This design comes from an exercise in tuning for small area, a short achievable clock period and few clock cycles on the open sky130 flow, not from production work. In this exercise RTL edits were held to simulation tests only and were not proved equivalent to the original. No activity file was given, so power comes from the tool's default toggle rates.

Design sdr_frame_tx, start of the top module:
module sdr_frame_tx (
    input  wire       clk,
    input  wire       rst,
    input  wire       in_valid,
    output wire       in_ready,
    input  wire [7:0] in_data,
    output wire       out_valid,
    input  wire       out_ready,
    output wire [7:0] out_data,
    output wire       done
);
Size in the first run: ~770 cells after synthesis, roughly 270 flip-flops, roughly 23 I/O pins, ~8400 um^2 of cells after synthesis.
clock: 15.0 ns
lec_check: 0
cap_margin: 20
core_margin: 2
core_utilization: 65
cts_cluster_diameter: 70
cts_cluster_size: 28
slew_margin: 20
standard.sh (not shown) runs the stock make flow with config.mk's settings and CLKGATE_MAP_FILE= SYNTH_SCRIPT=/design/flow/synth_recipe.tcl, a recipe that flattens the netlist after the stock synthesis.
==> flow/flow/run.sh <==
#!/bin/bash
# Standard layout (standard.sh's make command), with two changes that keep the
# constraints as they are:
#  - synthesis maps the logic with an area-oriented ABC script (area.abc);
#  - timing repair aims well below the 15 ns clock period (setup margin 11 ns).
set -euo pipefail
cd "$(dirname "$0")/.."
W=$(pwd)
export SETUP_SLACK_MARGIN=11
export AREA_ABC_SCRIPT=$W/flow/area.abc
export FLOW_SYNTH_TCL=$W/synth_recipe.tcl
sed "s#SYNTH_SCRIPT=[^ ]*synth_recipe.tcl#SYNTH_SCRIPT=$W/flow/area_synth.tcl#" standard.sh > area_standard.sh
grep -q "SYNTH_SCRIPT=$W/flow/area_synth.tcl" area_standard.sh
bash area_standard.sh > standard_make.log 2>&1
==> flow/flow/area.abc <==
&get -n
&st
&dch
&nf -R 1000 -p -E 100
&put
==> flow/flow/area_synth.tcl <==
# The standard flow's synthesis (synth_recipe.tcl, sourced unchanged), with only the ABC
# mapping script replaced by an area-oriented one (flow/area.abc). The
# registers, their names and cell types come out as in the standard
# synthesis; only the combinational mapping differs.
proc abc {args} {
  set i [lsearch $args -script]
  if {$i >= 0} {
    set args [lreplace $args [expr {$i + 1}] [expr {$i + 1}] $::env(AREA_ABC_SCRIPT)]
  }
  yosys abc {*}$args
}
source $::env(FLOW_SYNTH_TCL)
Testbench counts at the start, summed over its fixed seeds: cycles 32,648.
Change:
==> flow/flow/area.abc (replaced) <==
&get -n
&st
&dch
&nf -R 1000 -p
&put
Settings changed: CORE_UTILIZATION 65 to 75.
Effect: The changed run completed with no timing, DRC or antenna violations. Maximum frequency falls by about 1%. Setup slack got worse by 0.040 ns. Via count rises by 11%. Area after synthesis stays flat. Final cell count falls by about 2.4%. Routed wire length rises by about 27%. Count of clock-buffer cells in the layout falls by 2. Final area rises by about 0.6%. Power rises by 1.7%. Clock skew rises by 0.0060 ns. Flip-flop and latch count is unchanged.
Change:
--- a/flow/flow/run.sh
+++ b/flow/flow/run.sh
@@ -9,2 +9,3 @@
 export SETUP_SLACK_MARGIN=11
+export BUFFER_PORTS_ARGS="-buffer_cell sky130_fd_sc_hd__buf_1"
 export AREA_ABC_SCRIPT=$W/flow/area.abc
Settings changed: CORE_UTILIZATION 75 to 65.
After rerunning: The new run finished clean. Wire length goes down by 25%. Global-route usage goes down by 13 points. Worst hold slack improved by 0.0036 ns. Clock-buffer cell count is unchanged. Cell area goes down by 2.8%. Sequential cell count is unchanged.


run 1:
The RTL this note starts from:
==> flow/design.v <==
module sdr_frame_tx (
    input  wire       clk,
    input  wire       rst,
    input  wire       in_valid,
    output wire       in_ready,
    input  wire [7:0] in_data,
    output wire       out_valid,
    input  wire       out_ready,
    output wire [7:0] out_data,
    output wire       done
);
    localparam [2:0]  T_NONE = 3'd0,    
                      T_TRAIN = 3'd1, T_START = 3'd2, T_DATA = 3'd3,
                      T_PARITY = 3'd4, T_END = 3'd5, T_DONE = 3'd6;
    function automatic [6:0] lfsr8(input [6:0] st);
        integer j;
        reg [6:0] r;
        begin
            r = st;
            for (j = 0; j < 8; j = j + 1)
                r = {r[0] ^ r[4], r[6:1]};
            lfsr8 = r;
        end
    endfunction
    function automatic [6:0] ham_enc(input [3:0] d);
        ham_enc = {d, d[3] ^ d[2] ^ d[0], d[3] ^ d[1] ^ d[0], d[2] ^ d[1] ^ d[0]};
    endfunction
    function automatic [31:0] crc_nib(input [31:0] r0, input [3:0] d);
        integer j;
        reg [31:0] r;
        begin
            r = r0 ^ {28'd0, d};
            for (j = 0; j < 4; j = j + 1)
                r = r[0] ? ((r >> 1) ^ 32'hEDB88320) : (r >> 1);
            crc_nib = r;
        end
    endfunction
    function automatic [7:0] eos_byte(input [3:0] j);
        eos_byte = (j == 4'd0 || j == 4'd5) ? 8'h45 :
                   (j == 4'd1 || j == 4'd6) ? 8'h4F :
                   (j == 4'd2 || j == 4'd7) ? 8'h53 :
                   (j == 4'd3 || j == 4'd8) ? 8'h00 : 8'hFF;
    endfunction
    reg  [95:0] br_q;      
    reg  [95:0] ar_q;      
    reg  [4:0]  ph_q;      
    reg  [31:0] crc_q;
    reg  [6:0]  ks_q;      
    reg  [5:0]  cur_q;     
    reg  [7:0]  od_q;      
    reg         ov_q;
    reg  [2:0]  ft_q;      
    reg  [2:0]  slot_q;    
    reg         gini_q;    
    reg         eosm_q;    
    reg  [3:0]  fill_q;    
    reg         full_q;    
    reg         rdy_q;     
    reg         done_q;
    assign out_valid = ov_q;
    assign out_data  = od_q;
    assign in_ready  = rdy_q;
    assign done      = done_q;
    wire is_d = (ft_q == T_DATA);
    wire is_p = (ft_q == T_PARITY);
    wire pay  = (cur_q >= 6'd23) && (cur_q <= 6'd42);
    wire ring = (cur_q >= 6'd23) && (cur_q <= 6'd46);    
    wire [5:0] pidx = (cur_q >= 6'd23) ? cur_q - 6'd23 : cur_q + 6'd1;
    wire aligned = (ph_q == pidx[4:0]);
    wire [7:0] gid = br_q[95:88];     
    wire can  = (ft_q != T_DONE) && !(ft_q == T_NONE && cur_q == 6'd20) &&
                (cur_q < 6'd21 || cur_q > 6'd46 || aligned);
    wire main_free = !ov_q || out_ready;
    wire ld   = can && main_free;
    wire take = in_valid && rdy_q;
    wire [3:0] onib = (is_d ? br_q[95:92] : 4'd0) | (is_p ? ar_q[95:92] : 4'd0);
    wire [3:0] cnib = ph_q[0] ? ((is_d ? br_q[3:0] : 4'd0) | (is_p ? ar_q[3:0] : 4'd0))
                              : ((is_d ? br_q[91:88] : 4'd0) | (is_p ? ar_q[91:88] : 4'd0));
    wire [31:0] crc_f = ~crc_q;
    wire [7:0]  key   = {ks_q[0], ks_q[1], ks_q[2], ks_q[3], ks_q[4], ks_q[5], ks_q[6],
                         ks_q[0] ^ ks_q[4]};
    wire c20  = (cur_q == 6'd20);
    wire c21  = (cur_q == 6'd21);
    wire c22  = (cur_q == 6'd22);
    wire crcz = (cur_q >= 6'd43) && (cur_q <= 6'd46);
    wire [7:0] vb = ({8{pay}} & {1'b0, ham_enc(onib)}) |
                    ({8{c20}} & {5'd0, ft_q}) |
                    ({8{c21 && (is_d || is_p)}} & gid) |
                    ({8{c22}} & {5'd0, is_p, is_d & slot_q[1], is_d & slot_q[0]}) |
                    ({8{crcz}} & crc_f[31:24]);
    wire [7:0] kc = c20 ? 8'hFE : c21 ? 8'h3B : c22 ? 8'h14 : (cur_q == 6'd47) ? 8'h00 :
                    (cur_q == 6'd16) ? 8'h1A : (cur_q == 6'd17) ? 8'hCF :
                    (cur_q == 6'd18) ? 8'hFC : (cur_q == 6'd19) ? 8'h1D : 8'hAA;
    wire [7:0] fb = (ring ? key : kc) ^ vb;
    wire upd       = ld && pay && is_d;             
    wire frame_end = ld && (cur_q == 6'd47);
    wire       gw    = (ph_q == 5'd22) && (gini_q || (ld && is_p && cur_q == 6'd21));
    wire [7:0] gid_w = (gini_q || gid == 8'd255) ? 8'd1 : gid + 8'd1;
    wire [3:0] ahead = (slot_q != 3'd0) ? ar_q[95:92] : 4'd0;
    always @(posedge clk) begin
        br_q <= {take ? in_data[3:0] : gw ? gid_w[3:0] : br_q[91:88], br_q[87:0],
                 take ? in_data[7:4] : gw ? gid_w[7:4] : br_q[95:92]};
        ar_q <= {ar_q[91:0], upd ? ahead ^ br_q[95:92] : ar_q[95:92]};
        crc_q <= (ph_q < 5'd20) ? crc_nib(crc_q, cnib) : {crc_q[23:0], 8'hFF};
        ks_q <= (ph_q == 5'd23) ? 7'h7D : lfsr8(ks_q);
        if (rst)
            od_q <= 8'hAA;       
        else if (ld)
            od_q <= fb;
    end
    wire [4:0] ph_n   = (ph_q == 5'd23) ? 5'd0 : ph_q + 5'd1;
    wire [3:0] fill_n = take ? ((fill_q == 4'd9) ? 4'd0 : fill_q + 4'd1) : fill_q;
    wire       full_n = take ? (fill_q == 4'd9) : (full_q && !(ld && is_d && cur_q == 6'd46));
    always @(posedge clk) begin
        if (rst) begin
            ph_q   <= 5'd2;      
            cur_q  <= 6'd1;
            ov_q   <= 1'b1;
            ft_q   <= T_TRAIN;
            slot_q <= 3'd0;
            gini_q <= 1'b1;
            fill_q <= 4'd0;
            full_q <= 1'b0;
            rdy_q  <= 1'b0;
            done_q <= 1'b0;
        end else begin
            ph_q   <= ph_n;
            if (ph_q == 5'd22)
                gini_q <= 1'b0;
            fill_q <= fill_n;
            full_q <= full_n;
            rdy_q  <= !take && !full_n && (ph_n == {fill_q, 1'b0});
            done_q <= (ft_q == T_DONE) && !ov_q;
            if (main_free)
                ov_q <= ld;
            if (ld)
                cur_q <= (cur_q == 6'd47) ? 6'd0 : cur_q + 6'd1;
            if (ft_q == T_NONE && full_q) begin
                if (eosm_q)
                    ft_q  <= (slot_q != 3'd0) ? T_PARITY : T_END;
                else
                    ft_q  <= T_DATA;
            end
            if (frame_end) begin
                case (ft_q)
                    T_TRAIN: begin
                        slot_q <= (slot_q == 3'd3) ? 3'd0 : slot_q + 3'd1;
                        if (slot_q == 3'd3) ft_q <= T_START;
                    end
                    T_START: begin
                        slot_q <= (slot_q == 3'd2) ? 3'd0 : slot_q + 3'd1;
                        if (slot_q == 3'd2) ft_q <= T_NONE;
                    end
                    T_DATA: begin
                        slot_q <= slot_q + 3'd1;
                        ft_q   <= (slot_q == 3'd3) ? T_PARITY : T_NONE;
                    end
                    T_PARITY: begin
                        slot_q <= 3'd0;
                        ft_q   <= T_NONE;    
                    end
                    default: begin
                        slot_q <= slot_q + 3'd1;
                        if (slot_q == 3'd2) ft_q <= T_DONE;
                    end
                endcase
            end
        end
    end
    always @(posedge clk)
        if (take)
            eosm_q <= (fill_q == 4'd0 || eosm_q) && (in_data == eos_byte(fill_q));
endmodule
==> flow/config.mk <==
export PLATFORM = sky130hd
export DESIGN_NAME = sdr_frame_tx
export DESIGN_NICKNAME = sdr_frame_tx
export VERILOG_FILES = /design/flow/design.v
export SDC_FILE = /design/flow/constraint.sdc
export NUM_CORES = 4
export LEC_CHECK = 0
export CAP_MARGIN = 20
export CORE_MARGIN = 2
export CORE_UTILIZATION = 65
export CTS_BUF_LIST = sky130_fd_sc_hd__clkbuf_4
export CTS_CLUSTER_DIAMETER = 45
export CTS_CLUSTER_SIZE = 12
export SLEW_MARGIN = 20
==> flow/constraint.sdc <==
create_clock -name core_clock -period 15.0 [get_ports {clk}]
set_input_delay 3.0000 -clock core_clock [delete_from_list [all_inputs] [get_ports {clk}]]
set_output_delay 3.0000 -clock core_clock [all_outputs]
set_load 0.01 [all_outputs]
==> flow/flow/run.sh <==
#!/bin/bash
# Standard layout (standard.sh's make command), with two changes that keep the
# constraints as they are:
#  - synthesis maps the logic with an area-oriented ABC script (area.abc);
#  - timing repair aims well below the 15 ns clock period (setup margin 11 ns).
set -euo pipefail
cd "$(dirname "$0")/.."
W=$(pwd)
export SETUP_SLACK_MARGIN=11
export BUFFER_PORTS_ARGS="-buffer_cell sky130_fd_sc_hd__buf_1"
export AREA_ABC_SCRIPT=$W/flow/area.abc
export FLOW_SYNTH_TCL=$W/synth_recipe.tcl
sed "s#SYNTH_SCRIPT=[^ ]*synth_recipe.tcl#SYNTH_SCRIPT=$W/flow/area_synth.tcl#" standard.sh > area_standard.sh
grep -q "SYNTH_SCRIPT=$W/flow/area_synth.tcl" area_standard.sh
bash area_standard.sh > standard_make.log 2>&1
==> flow/flow/area.abc <==
&get -n
&st
&dch
&nf -R 1000 -p
&put
Scripts as last shown in full above: flow/flow/area_synth.tcl
Testbench counts of run 1, summed over its fixed seeds: cycles 32,640.
Changes in run 2 relative to run 1:
- CTS_CLUSTER_DIAMETER now 70, was 45
- CTS_CLUSTER_SIZE now 28, was 12
- CTS_BUF_LIST no longer set, was sky130_fd_sc_hd__clkbuf_4
## What came out
In the flow results for run 1 and run 2, the sequential cell area share is smaller on run 2. Run 2 ran to completion and came out clean on the timing, design-rule and antenna checks. Run 1: all stages complete, timing, DRC and antenna checks passed. Sort run 1 and run 2 by layout overhead on the synthesized area desc -> top: run 2. Run 2 ended with less number of CTS-inserted buffers than run 1.
Input-level comparison between run 3 and run 2:
--- a/flow/flow/run.sh
+++ b/flow/flow/run.sh
@@ -7,5 +7,5 @@
 cd "$(dirname "$0")/.."
 W=$(pwd)
-export SETUP_SLACK_MARGIN=11
+export SETUP_SLACK_MARGIN=11.1
 export BUFFER_PORTS_ARGS="-buffer_cell sky130_fd_sc_hd__buf_1"
 export AREA_ABC_SCRIPT=$W/flow/area.abc
### Flow results
Pin count of the biggest net entering global routing: run 2 vs run 3, no meaningful difference. Across both runs, number of cells on the worst reg-to-reg path was higher for run 3 than for run 2. Summary of run 3 over run 2: final non-filler cell area moved up, core utilization moved up, worst hold slack moved down. Sort run 3 and run 2 by routed wire length desc -> top: run 3. Count of placed standard cells in the final layout, fillers left out on run 3 is up relative to run 2.


Another version of the RTL of sdr_frame_tx (not shown whole).
Size in the first run: ~740 cells after synthesis, ~0.0082 mm^2 of cells after synthesis.
Settings: LEC_CHECK=0, CAP_MARGIN=20, CORE_MARGIN=2, CORE_UTILIZATION=65, CTS_CLUSTER_DIAMETER=80, CTS_CLUSTER_SIZE=34, SLEW_MARGIN=20; clock period 15.0 ns.
==> flow/flow/run.sh <==
#!/bin/bash
# Standard layout (standard.sh's make command), with two changes that keep the
# constraints as they are:
#  - synthesis maps the logic with an area-oriented ABC script (area.abc);
#  - timing repair aims well below the 15 ns clock period (setup margin 11 ns).
set -euo pipefail
cd "$(dirname "$0")/.."
W=$(pwd)
export SETUP_SLACK_MARGIN=11
export BUFFER_PORTS_ARGS="-buffer_cell sky130_fd_sc_hd__buf_1"
export AREA_ABC_SCRIPT=$W/flow/area.abc
export FLOW_SYNTH_TCL=$W/synth_recipe.tcl
sed "s#SYNTH_SCRIPT=[^ ]*synth_recipe.tcl#SYNTH_SCRIPT=$W/flow/area_synth.tcl#" standard.sh > area_standard.sh
grep -q "SYNTH_SCRIPT=$W/flow/area_synth.tcl" area_standard.sh
bash area_standard.sh > standard_make.log 2>&1
Scripts as last shown in full above: flow/flow/area.abc, flow/flow/area_synth.tcl
Testbench counts at the start, summed over its fixed seeds: cycles 32,640.
==> next run, changes <==
--- a/flow/flow/run.sh
+++ b/flow/flow/run.sh
@@ -8,3 +8,3 @@
 W=$(pwd)
-export SETUP_SLACK_MARGIN=11
+export SETUP_SLACK_MARGIN=11.12
 export BUFFER_PORTS_ARGS="-buffer_cell sky130_fd_sc_hd__buf_1"
Settings changed: CTS_CLUSTER_DIAMETER 80 to 70, CTS_CLUSTER_SIZE 34 to 28.
Effect: Register-to-register slack is better by 0.24 ns; worst setup slack gets better by 0.033 ns; die area does not change.
==> next run, changes <==
--- a/flow/flow/run.sh
+++ b/flow/flow/run.sh
@@ -8,3 +8,3 @@
 W=$(pwd)
-export SETUP_SLACK_MARGIN=11.12
+export SETUP_SLACK_MARGIN=11
 export BUFFER_PORTS_ARGS="-buffer_cell sky130_fd_sc_hd__buf_1"
Settings changed: CTS_CLUSTER_DIAMETER 70 to 90, CTS_CLUSTER_SIZE 28 to 24.
After rerunning:
- total power came out lower slightly
- final cell count fell slightly
- combinational power goes down slightly
- synthesized cell count stays the same
- global-route usage climbs by 0.55 points
- utilization is lower by 1.1 points
- via count decreases slightly
- sequential share of layout area rose by 0.79 points
- first-iteration DRC count shrinks by a few percent
==> next run, changes <==
--- a/flow/flow/run.sh
+++ b/flow/flow/run.sh
@@ -8,3 +8,3 @@
 W=$(pwd)
-export SETUP_SLACK_MARGIN=11
+export SETUP_SLACK_MARGIN=11.05
 export BUFFER_PORTS_ARGS="-buffer_cell sky130_fd_sc_hd__buf_1"
Settings changed: CTS_CLUSTER_DIAMETER 90 to 70, CTS_CLUSTER_SIZE 24 to 28.
Effect: The changed run finished with timing, DRC and antenna clean. Routed wire length is higher slightly. Final area climbs slightly. Clock power is higher slightly. Power went up slightly. Maximum frequency increases slightly. Core utilization is higher by 0.67 points. Combinational power stays flat. First-iteration DRC count is higher by a quarter to a third. Flip-flop and latch count stays the same. Setup slack gets better by 0.032 ns.

what the ideal ports hide:
The flow's constraints put no driver on any port. The routed layouts listed below were extracted and timed again, unchanged, in two steps. Step 1, drivers: a clkbuf_16 drives clk and a buf_2 each remaining input, both assumed. Step 2 times the ports against the registers' clock, not the clock port: input delays grow and output delays shrink by t, the midpoint of the rising clock arrivals with the driver on. Slacks: ideal / step 1 / step 2; pairs: ideal / step 1.
run | t (ns) | setup slack, ns | hold WS [ns] | clock arrival spread, ns
the first run of note 1 | 0.524 | 11.031 / 11.015 / 10.523 | 0.325 / 0.325 / 0.325 | 0.021 / 0.021
the second run of note 1 | 0.581 | 10.991 / 10.956 / 10.517 | 0.322 / 0.322 / 0.322 | 0.020 / 0.019
the third run of note 1 | 0.522 | 11.023 / 10.981 / 10.610 | 0.326 / 0.326 / 0.326 | 0.021 / 0.021
run 1 | 0.697 | 10.849 / 10.816 / 10.493 | 0.304 / 0.304 / 0.304 | 0.033 / 0.033
run 2 | 0.522 | 11.038 / 10.992 / 10.613 | 0.325 / 0.325 / 0.325 | 0.021 / 0.020
run 3 | 0.513 | 11.030 / 10.989 / 10.668 | 0.313 / 0.313 / 0.313 | 0.033 / 0.034
the first run of note 3 | 0.507 | 11.034 / 10.992 / 10.761 | 0.327 / 0.327 / 0.327 | 0.022 / 0.022
the second run of note 3 | 0.510 | 11.067 / 11.027 / 10.666 | 0.329 / 0.329 / 0.329 | 0.015 / 0.015
the third run of note 3 | 0.512 | 11.033 / 10.992 / 10.737 | 0.321 / 0.321 / 0.321 | 0.030 / 0.031
the fourth run of note 3 | 0.518 | 11.065 / 11.021 / 10.704 | 0.329 / 0.329 / 0.329 | 0.018 / 0.017
After both steps every run listed still meets setup and hold. The setup slack of the first run of note 1, which loses most, moves by -0.016 ns with the drivers and by -0.508 ns with both steps.
